What follows belongs to an exercise in optimizing a design on an open flow for small area, a short achievable clock period and few clock cycles; a production flow would make more cautious choices.
Only simulation tests tie the RTL to the original design; equivalence was not proved.
Power figures rest on the tool's default switching activity, not on a simulated workload.

==> flow/design.v <==
module seq_div (
    input  wire        clk,
    input  wire        load,
    input  wire        run,
    input  wire [31:0] dividend,
    input  wire [16:0] divisor,
    output wire        done,
    output reg  [16:0] rem,
    output reg  [16:0] p,
    input  wire [17:0] divisor3,   
    output reg         q_lsb,
    output reg  [31:0] num         
);
    reg [5:0]  count;    
    reg [17:0] p3;       
    wire [16:0] r = rem;
    wire [28:0] ge;
    genvar i;
    generate
        for (i = 0; i < 29; i = i + 1) begin : g_ge
            if (i < 16) assign ge[i] = ~|p[16:i+1];
            else        assign ge[i] = 1'b1;
        end
    endgenerate
    wire [28:0] wide12 = {r, num[31:20]};
    wire        skip12 = (count >= 6'd12) && ~|(wide12 & ge);
    wire [20:0] wide   = {r, num[31:28]};
    wire        skip4  = (count >= 6'd4) && ~|(wide & ge[20:0]);
    wire [18:0] x2   = {r, num[31:30]};
    wire [19:0] df1  = {1'b0, x2} - {3'd0, p};
    wire [19:0] df2  = {1'b0, x2} - {2'd0, p, 1'b0};
    wire [19:0] df3  = {1'b0, x2} - {2'd0, p3};
    wire        f1   = ~df1[19];
    wire        f2   = ~df2[19];
    wire        f3   = ~df3[19];
    wire [16:0] r2   = f3 ? df3[16:0] : (f2 ? df2[16:0] : (f1 ? df1[16:0] : x2[16:0]));
    wire        q2   = f3 | (f1 & ~f2);
    reg  [31:0] num_n;
    reg  [16:0] rem_n;
    reg  [5:0]  count_n;
    reg         q_n;
    always @(*) begin
        if (skip12) begin
            num_n = {num[19:0], 12'd0}; rem_n = wide12[16:0]; count_n = count - 6'd12; q_n = 1'b0;
        end else if (skip4) begin
            num_n = {num[27:0], 4'd0};  rem_n = wide[16:0]; count_n = count - 6'd4;  q_n = 1'b0;
        end else begin
            num_n = {num[29:0], 2'b00}; rem_n = r2;         count_n = count - 6'd2;  q_n = q2;
        end
    end
    assign done = run && count_n == 6'd0;
    always @(posedge clk) begin
        if (load) begin
            num   <= dividend;
            rem   <= 17'd0;
            p     <= divisor;
            p3    <= divisor3;
            count <= 6'd32;
        end else if (run) begin
            num   <= num_n;
            rem   <= rem_n;
            count <= count_n;
            q_lsb <= q_n;
        end
    end
endmodule
module via_unit (
    input  wire        clk,
    input  wire        rst,         
    input  wire        rd,          
    input  wire        wr,          
    input  wire        debug,       
    input  wire [3:0]  reg_idx,
    input  wire [7:0]  wdata,
    input  wire        mreset,      
    input  wire        pulse,       
    input  wire        step_clr,    
    input  wire        dec_t1_we,
    input  wire        dec_t2_we,
    input  wire [16:0] dec_c1,
    input  wire [16:0] dec_c2,
    input  wire        eng_t1_we,
    input  wire [16:0] eng_c1,
    input  wire        eng_t1_run,
    input  wire        eng_pb7,
    input  wire        eng_ifr6,
    input  wire        eng_t2_we,
    input  wire [16:0] eng_c2,
    input  wire        eng_ifr5,
    output reg  [7:0]  orb,
    output reg  [7:0]  ora,
    output reg  [7:0]  ddrb,
    output reg  [7:0]  ddra,
    output reg  [7:0]  acr,
    output reg  [15:0] t1_latch,
    output reg  [16:0] c1,          
    output reg  [16:0] c2,
    output reg         t1_run,
    output reg         t2_run,
    output reg         pb7,
    output reg  [31:0] pulses,
    output reg  [7:0]  rdata,
    output reg         irq
);
    reg [15:0] t2_latch;
    reg [7:0]  sr;
    reg [7:0]  pcr;
    reg [6:5]  ifr_t;       
    reg [6:0]  ier;
    wire [6:0] ifr = {ifr_t, 5'd0};
    always @(*) begin
        case (reg_idx)
            4'd0:  rdata = orb;
            4'd1:  rdata = ora;
            4'd2:  rdata = ddrb;
            4'd3:  rdata = ddra;
            4'd4:  rdata = 8'd0;           
            4'd5:  rdata = 8'd0;
            4'd6:  rdata = t1_latch[7:0];
            4'd7:  rdata = t1_latch[15:8];
            4'd8:  rdata = 8'd0;
            4'd9:  rdata = 8'd0;
            4'd10: rdata = sr;
            4'd11: rdata = acr;
            4'd12: rdata = pcr;
            4'd13: rdata = {irq, ifr};
            4'd14: rdata = {1'b1, ier};
            default: rdata = ora;
        endcase
    end
    wire rd_se = rd & ~debug;     
    wire [15:0] wsel = wr ? (16'd1 << reg_idx) : 16'd0;
    always @(posedge clk) begin
        if (rst | mreset) begin
            orb <= 8'd0; ora <= 8'd0; ddrb <= 8'd0; ddra <= 8'd0;
            acr <= 8'd0; pcr <= 8'd0;
        end else begin
            if (wsel[0])              orb  <= wdata;
            if (wsel[1] | wsel[15])   ora  <= wdata;
            if (wsel[2])              ddrb <= wdata;
            if (wsel[3])              ddra <= wdata;
            if (wsel[11])             acr  <= wdata;
            if (wsel[12])             pcr  <= wdata;
        end
    end
    always @(posedge clk) begin
        if (rst) begin
            sr <= 8'd0; t1_latch <= 16'd0; t2_latch <= 16'd0;
        end else begin
            if (wsel[10])             sr <= wdata;
            if (wsel[4] | wsel[6])    t1_latch[7:0]  <= wdata;
            if (wsel[5] | wsel[7])    t1_latch[15:8] <= wdata;
            if (wsel[8])              t2_latch[7:0]  <= wdata;
            if (wsel[9])              t2_latch[15:8] <= wdata;
        end
    end
    always @(posedge clk) begin
        if (rst) begin
            c1 <= 17'd1;
        end else if (dec_t1_we) begin
            c1 <= dec_c1;
        end else if (eng_t1_we) begin
            c1 <= eng_c1;
        end else if (wsel[5]) begin
            c1 <= {1'b0, wdata, t1_latch[7:0]} + 17'd1;
        end
    end
    always @(posedge clk) begin
        if (rst) begin
            c2 <= 17'd1;
        end else if (dec_t2_we) begin
            c2 <= dec_c2;
        end else if (eng_t2_we) begin
            c2 <= eng_c2;
        end else if (wsel[9]) begin
            c2 <= {1'b0, wdata, t2_latch[7:0]} + 17'd1;
        end
    end
    always @(posedge clk) begin
        if (rst | mreset) begin
            t1_run <= 1'b0; pb7 <= 1'b0;
        end else if (eng_t1_we) begin
            t1_run <= eng_t1_run; pb7 <= eng_pb7;
        end else if (wsel[5]) begin
            t1_run <= 1'b1; pb7 <= 1'b0;
        end
    end
    always @(posedge clk) begin
        if (rst | mreset)
            t2_run <= 1'b0;
        else if (eng_t2_we)
            t2_run <= 1'b0;
        else if (wsel[9])
            t2_run <= 1'b1;
    end
    always @(posedge clk) begin
        if (rst | mreset | step_clr)
            pulses <= 32'd0;
        else if (pulse)
            pulses <= pulses + 32'd1;
    end
    wire [6:0] ier_n = (rst | mreset) ? 7'd0 :
                       wsel[14] ? (wdata[7] ? (ier | wdata[6:0]) : (ier & ~wdata[6:0])) : ier;
    wire ifr6_n = (rst | mreset)                 ? 1'b0 :
                  (eng_t1_we & eng_ifr6)         ? 1'b1 :
                  ((rd_se & reg_idx == 4'd4) | wsel[5] | wsel[7] | (wsel[13] & wdata[6])) ? 1'b0 :
                  ifr_t[6];
    wire ifr5_n = (rst | mreset)                 ? 1'b0 :
                  (eng_t2_we & eng_ifr5)         ? 1'b1 :
                  ((rd_se & reg_idx == 4'd8) | wsel[9] | (wsel[13] & wdata[5])) ? 1'b0 :
                  ifr_t[5];
    always @(posedge clk) begin
        ier   <= ier_n;
        ifr_t <= {ifr6_n, ifr5_n};
        irq   <= (ifr6_n & ier_n[6]) | (ifr5_n & ier_n[5]);
    end
endmodule
module via_block (
    input  wire        clk,
    input  wire        rst,
    input  wire        cmd_valid,
    output reg         cmd_ready,
    input  wire [2:0]  cmd_op,       
    input  wire        cmd_unit,     
    input  wire        cmd_debug,    
    input  wire [3:0]  cmd_reg,
    input  wire [31:0] cmd_data,     
    input  wire        i2c_sda_in,   
    input  wire        ser_atn,
    input  wire        ser_clk,
    input  wire        ser_data,
    input  wire [3:0]  joy_data,     
    output reg         rsp_valid,
    output reg  [7:0]  rsp_rdata,
    output reg         rsp_i2c_step,
    output wire        irq1,
    output wire        irq2,
    output wire        pb7_1,
    output wire        pb7_2,
    output reg         i2c_sda_out,
    output reg         i2c_scl_out,
    output reg         joy_latch,
    output reg         joy_clk
);
    localparam OP_READ  = 3'd0;
    localparam OP_WRITE = 3'd1;
    localparam OP_STEP  = 3'd2;
    localparam OP_PULSE = 3'd3;
    localparam OP_RESET = 3'd4;
    localparam I2C_DATA_BIT = 0;
    localparam I2C_CLK_BIT  = 1;
    localparam JOY_LATCH_BIT = 2;
    localparam JOY_CLK_BIT  = 3;
    localparam SER_ATN_BIT  = 5;
    localparam SER_CLK_BIT  = 6;
    localparam SER_DATA_BIT = 7;
    reg         e_valid;
    reg  [2:0]  e_op;
    reg         e_unit;
    reg         e_sunit;         
    reg         e_debug;
    reg  [3:0]  e_reg;
    reg  [31:0] e_data;
    reg         e_sda, e_atn, e_sclk, e_sdata;
    reg  [3:0]  e_joy;
    wire eng_busy;
    wire eng_busy_n;
    wire accept = cmd_valid & cmd_ready;
    wire go     = e_valid & ~eng_busy;
    always @(posedge clk) begin
        if (rst)
            cmd_ready <= 1'b1;
        else
            cmd_ready <= ~((accept | (e_valid & eng_busy)) & eng_busy_n);
    end
    always @(posedge clk) begin
        if (rst) begin
            e_valid <= 1'b0;
        end else if (accept) begin
            e_valid <= 1'b1;
        end else if (go) begin
            e_valid <= 1'b0;
        end
    end
    always @(posedge clk) begin
        if (cmd_ready) begin
            e_op    <= cmd_op;
            e_unit  <= cmd_unit;
            if (cmd_op == OP_STEP) e_sunit <= cmd_unit;
            e_debug <= cmd_debug;
            e_reg   <= cmd_reg;
            e_data  <= cmd_data;
            e_sda   <= i2c_sda_in;
            e_atn   <= ser_atn;
            e_sclk  <= ser_clk;
            e_sdata <= ser_data;
            e_joy   <= joy_data;
        end
    end
    wire is_rd    = go && e_op == OP_READ;
    wire is_wr    = go && e_op == OP_WRITE;
    wire is_step  = go && e_op == OP_STEP;
    wire is_pulse = go && e_op == OP_PULSE;
    wire is_reset = go && e_op == OP_RESET;
    wire [7:0]  orb     [0:1];
    wire [7:0]  ora     [0:1];
    wire [7:0]  ddrb    [0:1];
    wire [7:0]  ddra    [0:1];
    wire [7:0]  acr     [0:1];
    wire [15:0] t1_latch[0:1];
    wire [16:0] c1      [0:1];     
    wire [16:0] c2      [0:1];
    wire        t1_run  [0:1];
    wire        t2_run  [0:1];
    wire        pb7     [0:1];
    wire [31:0] pulses  [0:1];
    wire [7:0]  rdata   [0:1];
    wire        irq     [0:1];
    reg         d_unit;          
    wire        und1, und2;
    wire [17:0] a1, a2;
    wire        eng_t1_we, eng_t2_we;
    wire [16:0] eng_c1, eng_c2;
    wire        eng_t1_run, eng_pb7, eng_ifr6;
    wire        eng_ifr5;
    genvar g;
    generate
        for (g = 0; g < 2; g = g + 1) begin : unit
            via_unit u (
                .clk        (clk),
                .rst        (rst),
                .rd         (is_rd    && e_unit == g),
                .wr         (is_wr    && e_unit == g),
                .debug      (e_debug),
                .reg_idx    (e_reg),
                .wdata      (e_data[7:0]),
                .mreset     (is_reset),
                .pulse      (is_pulse && e_unit == g),
                .step_clr   (is_step && e_unit == g),
                .dec_t1_we  (is_step && e_unit == g && !und1),
                .dec_t2_we  (is_step && e_unit == g && !und2),
                .dec_c1     (a1[16:0]),
                .dec_c2     (a2[16:0]),
                .eng_t1_we  (eng_t1_we && d_unit == g),
                .eng_c1     (eng_c1),
                .eng_t1_run (eng_t1_run),
                .eng_pb7    (eng_pb7),
                .eng_ifr6   (eng_ifr6),
                .eng_t2_we  (eng_t2_we && d_unit == g),
                .eng_c2     (eng_c2),
                .eng_ifr5   (eng_ifr5),
                .orb        (orb[g]),
                .ora        (ora[g]),
                .ddrb       (ddrb[g]),
                .ddra       (ddra[g]),
                .acr        (acr[g]),
                .t1_latch   (t1_latch[g]),
                .c1         (c1[g]),
                .c2         (c2[g]),
                .t1_run     (t1_run[g]),
                .t2_run     (t2_run[g]),
                .pb7        (pb7[g]),
                .pulses     (pulses[g]),
                .rdata      (rdata[g]),
                .irq        (irq[g])
            );
        end
    endgenerate
    assign irq1  = irq[0];
    assign irq2  = irq[1];
    assign pb7_1 = pb7[0];
    assign pb7_2 = pb7[1];
    wire [7:0] pa_ext;
    assign pa_ext[7:4] = e_joy;
    assign pa_ext[3:2] = 2'b00;
    assign pa_ext[I2C_CLK_BIT]  = i2c_scl_out;
    assign pa_ext[I2C_DATA_BIT] = e_sda;
    wire [7:0] pb_ext;
    assign pb_ext[SER_DATA_BIT] = e_sdata;
    assign pb_ext[SER_CLK_BIT]  = e_sclk;
    assign pb_ext[SER_ATN_BIT]  = e_atn;
    assign pb_ext[4:0] = 5'd0;
    wire [7:0] pa_read1 = (ora[0] & ddra[0]) | (pa_ext & ~ddra[0]);
    wire [7:0] pb_read1 = acr[0][1] ? 8'd0 : ((orb[0] & ddrb[0]) | (pb_ext & ~ddrb[0]));
    wire porta_reg = (e_reg == 4'd1) || (e_reg == 4'd15);
    wire [15:0] t_read = (e_reg[3] ? c2[e_unit][15:0] : c1[e_unit][15:0]) - 16'd1;
    reg [7:0] read_value;
    always @(*) begin
        read_value = rdata[e_unit];
        if (e_reg == 4'd4 || e_reg == 4'd8) read_value = t_read[7:0];
        if (e_reg == 4'd5 || e_reg == 4'd9) read_value = t_read[15:8];
        if (e_unit == 1'b0) begin
            if (e_reg == 4'd0)
                read_value = pb_read1;
            else if (porta_reg)
                read_value = pa_read1;
        end
    end
    wire i2c_step_now = go && e_unit == 1'b0 && porta_reg &&
                        ((e_op == OP_READ && !e_debug) || e_op == OP_WRITE);
    wire bridge_wr = is_wr && e_unit == 1'b0;
    wire push_reg  = e_reg <= 4'd3 || e_reg == 4'd15;
    wire [7:0] new_ora  = (porta_reg)     ? e_data[7:0] : ora[0];
    wire [7:0] new_ddra = (e_reg == 4'd3) ? e_data[7:0] : ddra[0];
    always @(posedge clk) begin
        if (rst) begin
            i2c_sda_out <= 1'b1;
            i2c_scl_out <= 1'b1;
            joy_latch   <= 1'b0;
            joy_clk     <= 1'b0;
        end else if (bridge_wr) begin
            if (push_reg) begin
                i2c_sda_out <= ~new_ddra[I2C_DATA_BIT] | new_ora[I2C_DATA_BIT];
                i2c_scl_out <= ~new_ddra[I2C_CLK_BIT]  | new_ora[I2C_CLK_BIT];
                joy_latch   <= new_ora[JOY_LATCH_BIT];
                joy_clk     <= new_ora[JOY_CLK_BIT];
            end else if (e_reg == 4'd12) begin
                if (e_data[7:5] == 3'b110) i2c_scl_out <= 1'b0;
                if (e_data[7:5] == 3'b111) i2c_scl_out <= 1'b1;
            end
        end
    end
    wire [31:0] k     = e_data;
    wire [16:0] c1m   = c1[e_sunit];
    wire [16:0] c2m   = c2[e_sunit];
    wire [15:0] l1m   = t1_latch[e_sunit];
    wire [31:0] e2    = acr[e_sunit][5] ? pulses[e_sunit] : k;
    assign a1 = {1'b0, c1m} - {1'b0, k[16:0]};
    assign a2 = {1'b0, c2m} - {1'b0, e2[16:0]};
    assign und1 = (|k[31:17])  | a1[17];
    assign und2 = (|e2[31:17]) | a2[17];
    wire [31:0] r1 = {a1[17] ? k[31:17] : k[31:17] - 15'd1, ~a1[16:0]};
    reg         s_t2a;           
    reg         s_t2;            
    reg         s_first;         
    reg         s_run;           
    reg         s_fin;           
    reg  [18:0] s2;
    reg eng_busy_r;
    always @(posedge clk) begin
        if (rst) eng_busy_r <= 1'b0;
        else     eng_busy_r <= eng_busy_n;
    end
    assign eng_busy = eng_busy_r;
    always @(posedge clk) begin
        if (!eng_busy) begin
            d_unit  <= e_sunit;
            s2      <= {3'd0, e2[31:16]} - {3'd0, e2[15:0]};
        end else if (s_t2a) begin
            s2      <= s2 + {2'd0, c2[d_unit]};
        end
    end
    wire        div_done;
    wire [16:0] div_rem, div_p;
    wire        div_q_lsb;
    wire [31:0] div_num;
    seq_div divider (
        .clk(clk), .load(!eng_busy), .run(s_run),
        .dividend(r1), .divisor({1'b0, l1m} + 17'd2),
        .divisor3({1'b0, l1m, 1'b0} + {2'b0, l1m} + 18'd6),
        .done(div_done), .rem(div_rem), .p(div_p), .q_lsb(div_q_lsb),
        .num(div_num)
    );
    wire [16:0] x_in = s_first ? div_num[16:0] : div_rem;
    wire [17:0] x    = {1'b0, div_p} + {1'b1, ~x_in};
    wire        once = s_first && ~|div_num[31:17] && ~x[17];
    wire start1 = is_step && und1;
    wire start2 = is_step && und2;
    always @(posedge clk) begin
        if (rst) begin
            s_t2a   <= 1'b0;
            s_t2    <= 1'b0;
            s_first <= 1'b0;
            s_run   <= 1'b0;
            s_fin   <= 1'b0;
        end else begin
            s_t2a   <= start2;
            s_t2    <= s_t2a;
            s_first <= start1;
            s_run   <= start1 || (s_run && !once && !div_done);
            s_fin   <= div_done && !once;
        end
    end
    wire eng_end = eng_busy & ~s_t2a & ~(s_run & ~once);
    assign eng_busy_n = start1 | start2 | s_t2a | (s_run & ~once);
    wire q_odd  = s_fin & div_q_lsb;     
    wire run1d  = t1_run[d_unit];
    wire cont1d = acr[d_unit][6];
    assign eng_t1_we  = once | s_fin;
    assign eng_c1     = x[16:0];
    assign eng_ifr6   = run1d;
    assign eng_t1_run = run1d & cont1d;
    assign eng_pb7    = pb7[d_unit] ^ (run1d & (cont1d ? ~q_odd : 1'b1));
    wire [18:0] s2_up = s2 + 19'h10001;
    wire [18:0] s2_dn = s2 - 19'h10001;
    wire [18:0] c2u   = s2[18] ? s2_up : (s2_dn[18] ? s2 : s2_dn);
    assign eng_t2_we  = s_t2;
    assign eng_c2     = c2u[16:0];
    assign eng_ifr5   = t2_run[d_unit];
    always @(posedge clk) begin
        if (rst) begin
            rsp_valid    <= 1'b0;
            rsp_i2c_step <= 1'b0;
        end else begin
            rsp_valid    <= (go && !(start1 || start2)) || eng_end;
            rsp_i2c_step <= i2c_step_now;
        end
    end
    always @(posedge clk) begin
        rsp_rdata <= read_value;
    end
endmodule
==> flow/flow/run.sh <==
#!/bin/bash
set -euo pipefail

sed -e 's/ "\${@:-finish}"$/ SETUP_SLACK_MARGIN=6.1 '"'"'BUFFER_PORTS_ARGS=-buffer_cell sky130_fd_sc_hd__buf_2'"'"' "${@:-finish}"/' \
    -e '/^if \[\[ -f /,/^fi$/d' standard.sh > standard_margin.sh
grep -q "SETUP_SLACK_MARGIN=6.1 'BUFFER_PORTS_ARGS=-buffer_cell sky130_fd_sc_hd__buf_2' " standard_margin.sh
! grep -q "write_def" standard_margin.sh

# ORFS (yosys, openroad, klayout) via make; each step also logs under orfs/logs
bash standard_margin.sh finish > make.log 2>&1

# final DEF, as standard.sh writes it
RESULTS=orfs/results/${FLOW_PLATFORM}/via_block/base
: # left out here: write the final layout as DEF
==> flow/standard.sh <==
#!/bin/bash
# synth_recipe.tcl (not shown) runs the flow's synth.tcl, then flattens the netlist and writes it again
# the make line also repeats each setting of config.mk as NAME=value (left out here)
make -C /OpenROAD-flow-scripts/flow DESIGN_CONFIG=/design/flow/config.mk WORK_HOME=/design/flow/orfs CLKGATE_MAP_FILE= SYNTH_SCRIPT=/design/flow/synth_recipe.tcl "${@:-finish}"
==> flow/config.mk <==
export PLATFORM = sky130hd
export DESIGN_NAME = via_block
export DESIGN_NICKNAME = via_block
export VERILOG_FILES = /design/flow/design.v
export SDC_FILE = /design/flow/constraint.sdc
export NUM_CORES = 4
export LEC_CHECK = 0
export CAP_MARGIN = 20
export CORE_MARGIN = 2
export CORE_UTILIZATION = 65
export CTS_CLUSTER_DIAMETER = 100
export CTS_CLUSTER_SIZE = 20
export PLACE_DENSITY = 0.75
export SLEW_MARGIN = 20
==> flow/constraint.sdc <==
create_clock -name core_clock -period 10.0 [get_ports {clk}]
set_input_delay 2.0000 -clock core_clock [delete_from_list [all_inputs] [get_ports {clk}]]
set_output_delay 2.0000 -clock core_clock [all_outputs]
set_load 0.01 [all_outputs]
==> flow_metrics.py <==
metrics = {
    "synth": {
        "ys_seq_elements": 499,
        "avgSynthCellArea_um2": 8.28,
        "synth_cells": 4087,
        "synth_edf_count": 137,
        "synth_ff_type": "dfxtp_1",
        "synth.most_common_cell": "nand2_1",
        "synth_area_um2": 33800,
        "synth_area_leaders": "dfxtp_1, edfxtp_1, ha_1, nand2_1, a21oi_1",
        "syn_nets": 4331,
        "ys_seq_area_frac": 0.336,
        "yosysTopAreaCell": "dfxtp_1",
        "yosys_warnings": 3,
        "netlist.area_leader.share": 0.214,
        "synth_cell_type_count": 95,
        "netlist_top_cells_count": "nand2_1, nor2_1, dfxtp_1",
        "async_reset_ff_frac": 0,
    },
    "grt": {
        "grt_max_degree": 87,
        "grt_pass1_wl_mm": 172,
        "grt_pass1_vias": 28900,
        "track_usage": 0.414,
        "antenna_found_initial": 3,
        "grt-ovfl-total": 0,
    },
    "routing": {
        "drt_iter0_markers": 4349,
        "drtPass1Iterations": 9,
        "vias": 32200,
        "ant_nets": 0,
        "drc": 0,
        "via_per_inst": 6.78,
        "wire_per_inst_um": 24.3,
        "wl_mm": 116,
    },
    "timing": {
        "holdWs_ps": 448,
        "worst_slew_pin_slew_ps": 1240,
        "rsz0062_at_grt": "true",
        "fin_crit_sh": 0.394,
        "relSlewSlack": 0.168,
        "skew_ps": 34.6,
        "hold_violations": 0,
        "fin_crit_ps": 3940,
        "fmax_mhz": 254,
        "tns_ps": 0,
        "setup_viol": 0,
        "maxSlewViolCount": 0,
    },
    "die": {
        "dieArea_um2": 53900,
        "rows": 83,
        "initial_utilization": 0.658,
        "core_um2": 51400,
        "die_w_um": 232,
        "die_h_um": 232,
        "ios": 71,
    },
    "cells_and_area": {
        "layout-drive-gt1-share": 0.0965,
        "final_cells": 4753,
        "final_nets": 4297,
        "largest-register": "unit.u.pulses",
        "final_area_um2": 36100,
        "reg_top3": "unit.u.pulses (64), unit.u.c1 (34), unit.u.c2 (34)",
        "areaGrowthSynthToFinish_pct": 6.78,
        "largest_reg_flops": 64,
        "post-route-util": 0.703,
    },
    "clock_network": {
        "cts_buffer_depth": 3,
        "tritoncts": "done",
        "root_buffer": "clkbuf_16",
        "cts_buffers": 29,
        "clkSlewWorstSetupHoldPaths_ps": 100,
        "htreeDepth": 1,
        "hold_buffers": 0,
        "cts_sinks": 499,
        "clock_latency_ps": 640,
    },
    "place": {
        "placed_cell_area_um2": 34700,
        "dp_cells": 4681,
        "gp_congestion": 1.04,
        "io_buffers": 70,
        "place.detailed.hpwl_mm": 83.7,
    },
    "power": {
        "powerDensity_nw_per_um2": 120,
        "peakVddDrop_v": 0.000155,
        "p_leak_nw": 13.6,
    },
    "worst_setup_path": {
        "start_kind": "flip-flop",
        "cp_data_arrival_time_ps": 4420,
        "cp-end-kind": "flip-flop",
        "crit_type": "flip-flop to flip-flop",
        "crit_required_ps": 10480,
        "worstPathMaxFanout": 54,
    },
    "min_path": {
        "hold_path.class": "flip-flop to flip-flop",
    },
    "run": {
        "drv_cap": 0,
    },
    "status": {
        "status": "no timing/DRC/antenna violations",
    },
}
cells by family (layout without fill, tap and decap cells):
logic type,count (synthesis),count (layout),synth area share
AND/OR/NAND/NOR,1486,1487,0.201
buffers and inverters,347,329,0.0400
AO/OA/AOI/OAI,1050,1050,0.200
XOR/XNOR,264,264,0.0683
other,0,2,0
adder cells (fa/ha/maj),192,192,0.0730
multiplexers,249,250,0.0826
flip-flops,499,499,0.336
through the flow:
step	power, mW	worst slack (ps)
after floorplan	2.77	6100
after global placement	3.02	5040
after detailed placement	3.03	5010
after CTS	4.28	6100
after global routing	4.45	6010
final	4.33	6060
layer usage:
metal  GRT usage  vias up  wire, um
li1            -    14700         -
met1       0.565    15200     46100
met2       0.633     1956     49700
met3      0.0733      349     12800
met4       0.204        4      6830
met5           0        -        32
report_power, final:
part           total, mW  leakage (nW)  switching [mW]  internal (mW)
registers           2.24          4.40          0.0973           2.14
clock network       1.30         0.405           0.741          0.558
logic              0.798          8.78           0.513          0.285
total               4.33          13.6            1.35           2.98
placed cells by master, fill, tap and decap left out, types with 19 or more instances in the layout:
master,Yosys,layout
a221oi_1,32,28
or2_2,19,19
clkbuf_16,0,30
a21o_1,36,36
buf_2,17,69
edfxtp_1,137,137
nor3_1,90,81
mux2i_1,152,149
nor2_1,410,406
or3_1,27,26
mux2_2,81,80
xor2_1,120,119
a211oi_1,68,67
xnor2_1,144,144
a31oi_1,43,41
a21oi_1,357,354
inv_1,122,122
nand4_1,50,50
nand3_1,109,109
nand2_1,564,562
o21a_1,26,25
o211ai_1,56,56
buf_4,2,66
o22ai_1,24,24
nand2b_1,51,50
and3_1,38,38
dfxtp_1,362,357
nor2b_1,32,31
o21ai_0,189,185
ha_1,183,181
a22oi_1,30,30
worst max-delay path, stage by stage, from the launching register on:
cell and delay (ps):
edfxtp_1 330, buf_4 590, mux4_2 440, inv_1 140
ha_1 220, nor3b_1 390, nand2_1 210, nor4_1 360
xor2_1 160, a221oi_1 780, a21oi_1 110
area by class of cell:
type / count / area, um2
timing repair buffer: 152 / 1120
antenna: 2 / 5.00
clock inverter: 3 / 45.0
clock buffer: 46 / 800
multi-input combinational: 3243 / 21400
sequential: 499 / 11400
inverter: 128 / 488
tap: 680 / 851
fill: 4294 / 15300
path summary, 6_finish.rpt:
check | cells after the start | slack, ps | start | to
setup / recovery | 10 | 6060 | e_unit | rsp_rdata[4]
hold / removal | 1 | 450 | s_t2a | cmd_ready
setup reg to reg | 10 | 6060 | e_unit | rsp_rdata[4]
hold reg to reg | 1 | 450 | s_t2a | cmd_ready
timing repair:
action,CTS,global route
pin swaps,2,2
buffers inserted,5,11
resized for setup,17,49
gates cloned,3,2
endpoints found under the setup margin,121,108
Testbench counts, summed over its fixed seeds: cycles 18,760.

## separate check: timing with driven ports
The flow's constraints put no driver on any port. The routed layout listed below was extracted and timed again, unchanged, in two steps. Step 1, drivers: a clkbuf_16 drives clk and a buf_2 each remaining input, both assumed. Step 2 also shifts input and output timing later by t, the mid clock arrival at the registers, as if the neighbouring blocks saw the same clock. Three values: ideal, step 1, step 2; two values: the first two.
t, ns: 0.684
setup WS [ns]: 6.064 / 6.064 / 5.742
worst setup path at the end: input to register
clock arrival spread, ns: 0.035 / 0.034
slew at the worst register clock pin (ns): 0.10 / 0.10
After both steps this run still meets setup and hold. The setup slack of this run moves by 0.000 ns with the drivers and by -0.322 ns with both steps.
